Background: an optimization exercise with open tools, aiming at small area, a short achievable clock period and few clock cycles per item. Do not read the settings as production practice.
For this run, only the layout was checked, not whether the RTL still works.

==> design.v <==
module tc_zc (
    input  wire signed [15:0] v,
    input  wire signed [31:0] zero,
    input  wire        [31:0] peak,
    input  wire               positive,
    input  wire               swapped,
    input  wire        [31:0] t,
    input  wire               x,
    input  wire        [31:0] signal_level,
    output wire               xing,
    output wire        [31:0] tinc,
    output wire signed [31:0] zero_nx,
    output wire        [31:0] peak_nx,
    output wire               positive_nx,
    output wire               swapped_nx,
    output wire        [31:0] signal_level_nx
);
    wire signed [32:0] vq   = {v[15], v, 16'd0};
    wire signed [32:0] dev  = vq - {zero[31], zero};
    wire        [31:0] adev = dev[32] ? (~dev[31:0] + 32'd1) : dev[31:0];
    wire cand = positive ? dev[32] : (!dev[32] && (dev != 33'd0));
    wire gate = (peak > 32'h00800000) && (peak > {2'b00, signal_level[31:2]});
    assign xing = cand && gate && !swapped;
    assign tinc = x ? 32'd1 : ((&t) ? t : t + 32'd1);
    wire signed [32:0] zstep = dev >>> 6;
    wire signed [32:0] zsum  = {zero[31], zero} + zstep;
    wire signed [32:0] sdiff = {1'b0, adev} - {1'b0, signal_level};
    wire signed [32:0] sstep = sdiff >>> 6;
    wire signed [32:0] ssum  = {1'b0, signal_level} + sstep;
    assign positive_nx     = positive ^ xing;
    assign swapped_nx      = xing | (swapped & (tinc < 32'd3));
    assign peak_nx         = (xing || (adev > peak)) ? adev : peak;
    assign zero_nx         = zsum[31:0];
    assign signal_level_nx = ssum[31:0];
endmodule
module tc_lg #(parameter N = 16) (
    input  wire [N-1:0] x,
    output reg  [10:0]  l
);
    integer i;
    reg [4:0]   e;
    reg [N-1:0] s;
    reg [5:0]   mf;
    reg [2:0]   c;
    always @(*) begin
        e = 5'd0;
        for (i = 0; i < N; i = i + 1)
            if (x[i]) e = i;
        s  = x << (N - 1 - e);
        mf = s[N-2 -: 6];
        case (mf[5:3])
            3'd0: c = 3'd2; 3'd1: c = 3'd4; 3'd2: c = 3'd6; 3'd3: c = 3'd6;
            3'd4: c = 3'd6; 3'd5: c = 3'd5; 3'd6: c = 3'd3; default: c = 3'd2;
        endcase
        l = {e, mf} + {8'd0, c};
    end
endmodule
module tc_frontend (
    input  wire               clk,
    input  wire               rst,
    input  wire               in_valid,
    output wire               in_ready,
    input  wire               in_clear,
    input  wire signed [15:0] in_s0,
    input  wire signed [15:0] in_s1,
    input  wire        [4:0]  cfg_w,
    input  wire        [2:0]  cfg_flags,
    input  wire        [15:0] cfg_res,
    input  wire        [23:0] cfg_rate,
    input  wire        [30:0] cfg_pitch,
    output reg                out_valid,
    output wire               ev0_valid,
    output wire               ev0_pol,
    output wire        [31:0] ev0_interval,
    output wire               ev1_valid,
    output wire               ev1_pol,
    output wire        [31:0] ev1_interval,
    output reg                bit_valid,
    output reg                bit_value,
    output wire               forwards,
    output wire        [22:0] bitstream
);
    reg               ir_v, ir_clr;
    reg signed [15:0] ir_a, ir_b;           
    reg        [4:0]  ir_w;
    reg        [2:0]  ir_fl;
    reg        [15:0] ir_R;                 
    reg        [30:0] ir_p;                 
    reg        [23:0] ir_r;
    reg busy;                               
    assign in_ready = !(ir_v && busy);
    wire consume = ir_v && !busy;
    wire frame   = consume && !ir_clr;
    reg signed [31:0] zero0, zero1;
    reg        [31:0] peak0, peak1;
    reg               pos0, pos1, swp0, swp1;
    reg        [31:0] t0, t1;
    reg               x0, x1;
    reg        [31:0] sl;
    reg               fwd;
    reg        [22:0] window;
    assign ev0_valid    = x0;
    assign ev0_pol      = pos0;
    assign ev0_interval = t0;
    assign ev1_valid    = x1;
    assign ev1_pol      = pos1;
    assign ev1_interval = t1;
    assign forwards     = fwd;
    assign bitstream    = window;
    wire               xp, xs, pos0_nx, pos1_nx, swp0_nx, swp1_nx;
    wire        [31:0] tinc0, tinc1, peak0_nx, peak1_nx, sl_mid, sl_nx;
    wire signed [31:0] zero0_nx, zero1_nx;
    tc_zc u_zc0 (
        .v(ir_a), .zero(zero0), .peak(peak0), .positive(pos0), .swapped(swp0),
        .t(t0), .x(x0), .signal_level(sl),
        .xing(xp), .tinc(tinc0), .zero_nx(zero0_nx), .peak_nx(peak0_nx),
        .positive_nx(pos0_nx), .swapped_nx(swp0_nx), .signal_level_nx(sl_mid)
    );
    tc_zc u_zc1 (
        .v(ir_b), .zero(zero1), .peak(peak1), .positive(pos1), .swapped(swp1),
        .t(t1), .x(x1), .signal_level(sl_mid),
        .xing(xs), .tinc(tinc1), .zero_nx(zero1_nx), .peak_nx(peak1_nx),
        .positive_nx(pos1_nx), .swapped_nx(swp1_nx), .signal_level_nx(sl_nx)
    );
    wire fdir   = (xp ? (pos0_nx ^ pos1_nx) : !(pos0_nx ^ pos1_nx)) ^ ir_fl[0];
    wire fwd_nx = (xp || xs) ? fdir : fwd;
    wire bit_rd = xs && (pos0_nx == !ir_fl[2]);
    wire [30:0] pz = ir_p;
    wire [10:0] lT, lR, lP0, lr;
    tc_lg #(.N(9))  u_lT (.x(tinc0[8:0]), .l(lT));
    tc_lg #(.N(16)) u_lR (.x(ir_R),       .l(lR));
    tc_lg #(.N(31)) u_lP (.x(pz),         .l(lP0));
    tc_lg #(.N(24)) u_lr (.x(ir_r),       .l(lr));
    wire        p_zero = (ir_p == 31'd0);
    wire [10:0] lP     = p_zero ? 11'd1024 : lP0;           
    wire signed [13:0] S = $signed({3'd0, lT}) + $signed({3'd0, lR}) + $signed({3'd0, lP})
                         - $signed({3'd0, lr}) - 14'sd896;  
    wire fast_ok  = (tinc0[31:9] == 23'd0) && (ir_R != 16'd0) && (ir_r != 24'd0);
    wire pos_sure = fast_ok && (S >= 14'sd8);
    wire neg_sure = fast_ok && (S <= -14'sd8);
    wire r_nz     = (ir_r != 24'd0);
    wire known    = xp || pos_sure || neg_sure;
    wire b_fast   = fwd_nx ? (!xp && pos_sure) : (xp ? r_nz : neg_sure);
    wire slow_start = frame && bit_rd && !known;
    reg [31:0] acc;
    reg        ph;           
    reg [4:0]  cnt;
    reg [6:0]  xhi;          
    reg        big;
    reg [4:0]  sw;           
    wire [30:0] P     = p_zero ? 31'h10000 : ir_p;
    wire [32:0] asum  = {1'b0, acc} + (ir_R[0] ? {2'b0, P} : 33'd0);
    wire [47:0] M     = {acc, ir_R};
    wire        bigM  = (M[47:38] != 10'd0);
    wire [37:0] X     = {xhi, ir_p};
    wire        tb    = t0[cnt];
    wire [38:0] xsum  = {X, 1'b0} + (tb ? {1'b0, M[37:0]} : 39'd0);
    wire        big_nx = big || X[37] || xsum[38] || (tb && bigM);
    wire        slow_end = busy && ph && (cnt == 5'd0);
    wire        b_slow   = fwd ? (big_nx || (xsum[37:14] > ir_r) || ((xsum[37:14] == ir_r) && (xsum[13:0] != 14'd0)))
                               : (!big_nx && (xsum[37:14] < ir_r));
    wire        wupd  = slow_end || (frame && bit_rd && known);
    wire        wb    = slow_end ? b_slow : b_fast;
    wire        wf    = slow_end ? fwd : fwd_nx;
    wire [4:0]  ww    = slow_end ? sw : ir_w;
    reg  [22:0] mask;
    reg  [22:0] window_nx;
    integer i;
    always @(*) begin
        for (i = 0; i < 23; i = i + 1)
            mask[i] = (i < ww);
        if (wf)
            window_nx = (window >> 1) | ({22'd0, wb} << (ww - 5'd1));
        else
            window_nx = ((window << 1) & mask) | {22'd0, wb};
    end
    always @(posedge clk) begin
        if (rst) begin
            ir_v <= 1'b0;
        end else if (in_ready) begin
            ir_v <= in_valid;
        end
        if (in_ready) begin
            ir_clr <= in_clear;
            ir_a   <= cfg_flags[1] ? in_s1 : in_s0;
            ir_b   <= cfg_flags[1] ? in_s0 : in_s1;
            ir_w   <= cfg_w;
            ir_fl  <= cfg_flags;
        end
        if (!busy && !slow_start) begin
            ir_R <= cfg_res;
            ir_p <= cfg_pitch;
            ir_r <= cfg_rate;
        end else if (busy && !ph) begin
            ir_R <= {asum[0], ir_R[15:1]};
            if (cnt == 5'd0) ir_p <= 31'd0;
        end else if (busy) begin
            ir_p <= xsum[30:0];
        end
        if (busy && !ph) acc <= asum[32:1];
        else if (slow_start) acc <= 32'd0;
        if (busy && ph) xhi <= xsum[37:31];
        else if (slow_start) xhi <= 7'd0;
        if (slow_start) begin
            sw  <= ir_w;
            big <= 1'b0;
        end else if (busy && ph)
            big <= big_nx;
        if (rst || (consume && ir_clr)) begin
            zero0 <= 32'sd0;  zero1 <= 32'sd0;
            peak0 <= 32'd0;   peak1 <= 32'd0;
            pos0  <= 1'b0;    pos1  <= 1'b0;
            swp0  <= 1'b0;    swp1  <= 1'b0;
            t0    <= 32'd0;   t1    <= 32'd0;
            x0    <= 1'b0;    x1    <= 1'b0;
            sl    <= 32'd0;
            fwd   <= 1'b1;
        end else if (frame) begin
            zero0 <= zero0_nx; zero1 <= zero1_nx;
            peak0 <= peak0_nx; peak1 <= peak1_nx;
            pos0  <= pos0_nx;  pos1  <= pos1_nx;
            swp0  <= swp0_nx;  swp1  <= swp1_nx;
            t0    <= tinc0;    t1    <= tinc1;
            x0    <= xp;       x1    <= xs;
            sl    <= sl_nx;
            fwd   <= fwd_nx;
        end
        if (rst || (consume && ir_clr))
            window <= 23'd0;
        else if (wupd)
            window <= window_nx;
        if (rst) begin
            busy <= 1'b0;
            ph   <= 1'b0;
        end else if (slow_start) begin
            busy <= 1'b1;
            ph   <= 1'b0;
            cnt  <= 5'd15;
        end else if (busy) begin
            if (!ph) begin
                if (cnt == 5'd0) begin
                    ph  <= 1'b1;
                    cnt <= (t0[31:9] == 23'd0) ? 5'd8 : 5'd31;
                end else
                    cnt <= cnt - 5'd1;
            end else if (cnt == 5'd0)
                busy <= 1'b0;
            else
                cnt <= cnt - 5'd1;
        end
        if (rst)
            out_valid <= 1'b0;
        else
            out_valid <= (frame && !slow_start) || slow_end;
        if (frame) begin
            bit_valid <= bit_rd;
            bit_value <= b_fast;
        end else if (slow_end)
            bit_value <= b_slow;
    end
endmodule
==> run.sh <==
#!/bin/bash
# synth_recipe.tcl (not shown) runs the flow's synth.tcl, then flattens the netlist and writes it again
# the make line also repeats each setting of config.mk as NAME=value (left out here)
make -C /OpenROAD-flow-scripts/flow DESIGN_CONFIG=/design/flow/config.mk WORK_HOME=/design/flow/orfs CLKGATE_MAP_FILE= SYNTH_SCRIPT=/design/flow/synth_recipe.tcl finish
==> config.mk <==
export PLATFORM = sky130hd
export DESIGN_NAME = tc_frontend
export DESIGN_NICKNAME = tc_frontend
export VERILOG_FILES = /design/flow/design.v
export SDC_FILE = /design/flow/constraint.sdc
export NUM_CORES = 4
export LEC_CHECK = 0
export CAP_MARGIN = 20
export CORE_MARGIN = 2
export CORE_UTILIZATION = 40
export SLEW_MARGIN = 20
==> constraint.sdc <==
create_clock -name core_clock -period 28.0 [get_ports {clk}]
set_input_delay 5.6000 -clock core_clock [delete_from_list [all_inputs] [get_ports {clk}]]
set_output_delay 5.6000 -clock core_clock [all_outputs]
set_load 0.01 [all_outputs]
==> reports/results.env <==
RUN_STATUS='no timing/DRC/antenna violations'
CLOCK_SKEW_NS=0.03328
TIMING.RR.START='zero0[0]'
WORSTHOLDPATHTYPE='register to register'
POSTSYNTHAREAPERCELL_UM2=8.027
DP_CELLS=6879
NUMBER_OF_ENABLE_FLIP_FLOP_CELLS_AFTER_SYNTHESIS=162
DRT-INITIAL-DRC-COUNT=3227
CLK_PATH_BUF_DEPTH=3
DIEHEIGHT_UM=334.4
SYNTHFLOPTYPE='sky130_fd_sc_hd__dfxtp_1'
YOSYSWARNINGS=5
POSTLAYOUTSETUPSLACKWORST_NS=13.58
WL_UM=140900
TRITONCTS_NUM_SINKS=421
DETAIL_ROUTE.WL_PER_CELL_UM=20.16
SYNTH-SEQ-CELLS=421
REG2REG_SETUP_SLACK_NS=13.58
GLOBAL_ROUTE.USAGE.TOTAL_PCT=24.45
FINAL_MAX_SLEW_VIOL_COUNT=0
NUMPORTBUFFERS=210
DR.PASS1.ITERS=5
ANTENNA_VIOLATION_NET_COUNT_AFTER_DETAILED_ROUTING=0
CRITPATHREQUIREDTIME_NS=28.30
FP.DIEW_UM=334.4
INSTANCES_NO_FILL=6988
HOLDPATHSTAGES=0
REPORT.FINAL.HOLD_VIOL_COUNT=0
CRITPATHTOPFAMILY='compound AO/OA/AOI/OAI gates'
SETUP_REPAIR_AFTER_GLOBAL_ROUTING_MISSED_ITS_MARGIN='false'
HTREE_NUM_LEVELS=2
SYNTHESIS.AREA_UM2=43650
HOLDCRITSTARTPOINT='ir_w[2]'
SETUP_TOTAL_NEGATIVE_SLACK_NS=0
WORSTSETUPSTARTPOINTTYPE='register'
SYNTH_FP_NETS=6061
REG2REG_DEPTH=51
CRITICAL-PATH-MAX-STAGE-DELAY_NS=0.83
POST-SYNTH-TOP-COUNT-CELL='sky130_fd_sc_hd__nor2_1'
WORST-SLEW-PIN-TRANSITION_NS=0.9765
INITIAL_UTILIZATION_PCT=40.21
GRT_START_MAX_NET_PINS=69
TIMING.CRITICAL_PATH.BUF_INV=7
AVGVIACOUNTPERCELL=5.842
CLK_TRANSITION_REPORTED_PATHS_NS=0.07
ANTENNA_FOUND_INITIAL=2
SETUP.WORST_PATH.END_CLASS='register'
CPMOSTUSEDCELL='sky130_fd_sc_hd__o21ai_0'
SYN_INST=5438
FILLERINSTANCES=10710
MAXCAPVIOLATIONS=0
AREA_OVERHEAD_VS_SYNTH_PCT=12.39
SYNTH.LIB_CELLS_USED.DISTINCT=107
SLEW-LIMIT-HEADROOM_PCT=33.04
CTS_SETUP_BUFFERS=0
DETAILED_PLACEMENT_WIRELENGTH_ESTIMATE_UM=108000
GRT_PASS1_VIAS=38593
TOP_CELLS_BY_INSTANCE_COUNT_AFTER_SYNTHESIS='sky130_fd_sc_hd__nor2_1 (582), sky130_fd_sc_hd__ha_1 (473), sky130_fd_sc_hd__a21oi_1 (394)'
DRCVIOLATIONCOUNT=0
VIA_COUNT=40823
WORST_SKEW_PAIR.LATE_LATENCY_NS=0.68
DIE-AREA_UM2=111800
PLACEMENTROWS=121
PRE_CTS_SLACK_NS=13.78
DESIGN.CORE.AREA_UM2=108600
TIMING.CRITICAL_PATH.ARRIVAL_NS=14.72
GRT_OVERFLOW=0
SYNTH_TOP_CELL_BY_AREA='sky130_fd_sc_hd__ha_1'
TIMING.CRITICAL_PATH.FANOUT_MAX=53
WORSTSETUPSTARTPOINT='zero0[0]'
CTSRESIZECOUNT=0
FINALNETCOUNT=6147
SYNTH_LARGEST_TYPE_AREA_FRACTION_PCT=13.56
CPMAXSTAGEDELAYCELL='sky130_fd_sc_hd__nor3b_4'
ASYNC_FLOP_SHARE_PCT=0
TRITONCTS='done'
IOS=211
CTS_MADE_BUFFERS=57
PERIOD_SHARE_PCT=51.49
REPORT.FINAL.SETUP_VIOL=0
POST_SYNTH_MAIN_AREA_CONTRIBUTORS='sky130_fd_sc_hd__ha_1 (14%), sky130_fd_sc_hd__dfxtp_1 (12%), sky130_fd_sc_hd__edfxtp_1 (11%)'
CRIT_TYPE='register to register'
TIMING.HOLD.WORST_ENDPOINT='sw[2]'
WHS_NS=0.4518
GP_CONGESTION=0.9381
CLOCK.FMAX_MHz=69.36
DRIVE_ABOVE_1_SHARE_PCT=5.563
YOSYSSEQAREASHARE_PCT=23.02
GRT_FIRST_PASS_WIRELENGTH_UM=221100
ENDPOINT_OF_THE_WORST_REGISTER_TO_REGISTER_PATH='ir_R[12]'
FINAL_CRITICAL_PERIOD_NS=14.42
CLOCKROOTBUFFER='sky130_fd_sc_hd__clkbuf_16'
CTSHOLDBUFFERS=0
[sequential cells by signal, indices dropped and copies added (netlist names), 2 cells and up]
signal / count
ir_fl: 2
zero0: 32
t0: 32
acc: 32
peak1: 32
xhi: 7
ir_r: 24
window: 23
sw: 5
ir_a: 16
t1: 32
cnt: 5
ir_b: 16
peak0: 32
ir_p: 31
zero1: 32
ir_w: 5
ir_R: 16
sl: 32
[final cells by class]
cell class                 instances  area (µm²)  area share, %
multi-input combinational       4414       31410          64.01
sequential                       421       10050          20.48
tap                             1414        1769          3.606
antenna                            1       2.502       0.005100
timing repair buffer             258        2464          5.021
inverter                         372        1399          2.851
clock inverter                    34       391.6         0.7982
clock buffer                      74        1583          3.226
[cell families (layout without fill, tap and decap cells)]
family,after synthesis,in the layout,synth area share [%]
XOR/XNOR,380,380,7.624
multiplexers,220,220,6.182
adder cells (fa/ha/maj),508,508,15.16
AO/OA/AOI/OAI,1431,1431,21.41
AND/OR/NAND/NOR,1875,1875,21.31
flip-flops,421,421,23.02
other,0,1,0
buffers and inverters,603,738,5.294
[cell usage in the layout (no fill, tap or decap), drive strengths merged, types with 130 or more instances in the layout]
cell / instances
nand2: 369
nor2: 582
a21o: 130
xnor2: 236
clkdlybuf4s50: 209
xor2: 144
inv: 371
o21ai: 281
ha: 473
a21oi: 394
edfxtp: 162
mux2i: 132
nor3: 159
dfxtp: 259
[layer usage]
layer  track usage [%]  wire length (µm)  vias to the layer above  share of wire [%]
met3             3.207              7902                      194                5.6
met1             32.35             62900                    19449                 45
met5                 0                 0                        -                  0
met2             41.16             66000                     1119                 47
li1                  -                 -                    20061                  -
met4             7.696              4082                        0                2.9
[how the worst max path moves through the flow]
stage | depth (start not counted) | to | slack, ns
finish | 51 | ir_R[12] | 13.58
global route | 51 | ir_R[9] | 12.05
CTS | 51 | ir_R[5] | 13.75
detailed placement | 50 | ir_R[15] | 13.78
global placement | 45 | ir_R[8] | 14.06
floorplan | 46 | ir_p[0] | 15.96
[stage by stage]
step | cell area, µm² | utilization (%)
2_1_floorplan | 43650 | -
3_3_place_gp | 47080 | 43.37
3_5_place_dp | 47080 | 43.37
4_1_cts | 49060 | 45.19
5_1_grt | 49060 | 45.20
6_report | 49060 | 45.20

## static timing again, ports no longer ideal
The flow's constraints put no driver on any port. The routed layout listed below was extracted and timed again, unchanged, in two steps.
Step 1 sets driving cells, clkbuf_16 on the clock port and buf_2 on the other inputs (assumed; they add their load-dependent delay and slew).
Step 2 also shifts input and output timing later by t, the mid clock arrival at the registers, as if the neighbouring blocks saw the same clock.
a / b / c = ideal ports / drivers / drivers and shift; a / b = the first two.
t (ns): 0.732
slack for setup (ns): 13.582 / 13.582 / 13.582
worst setup path after step 2: register to register
slew at the worst register clock pin (ns): 0.07 / 0.07
worst data-port slew with drivers (ns): 0.07
After both steps this run still meets setup and hold. The setup slack of this run moves by 0.000 ns with the drivers and by 0.000 ns with both steps.
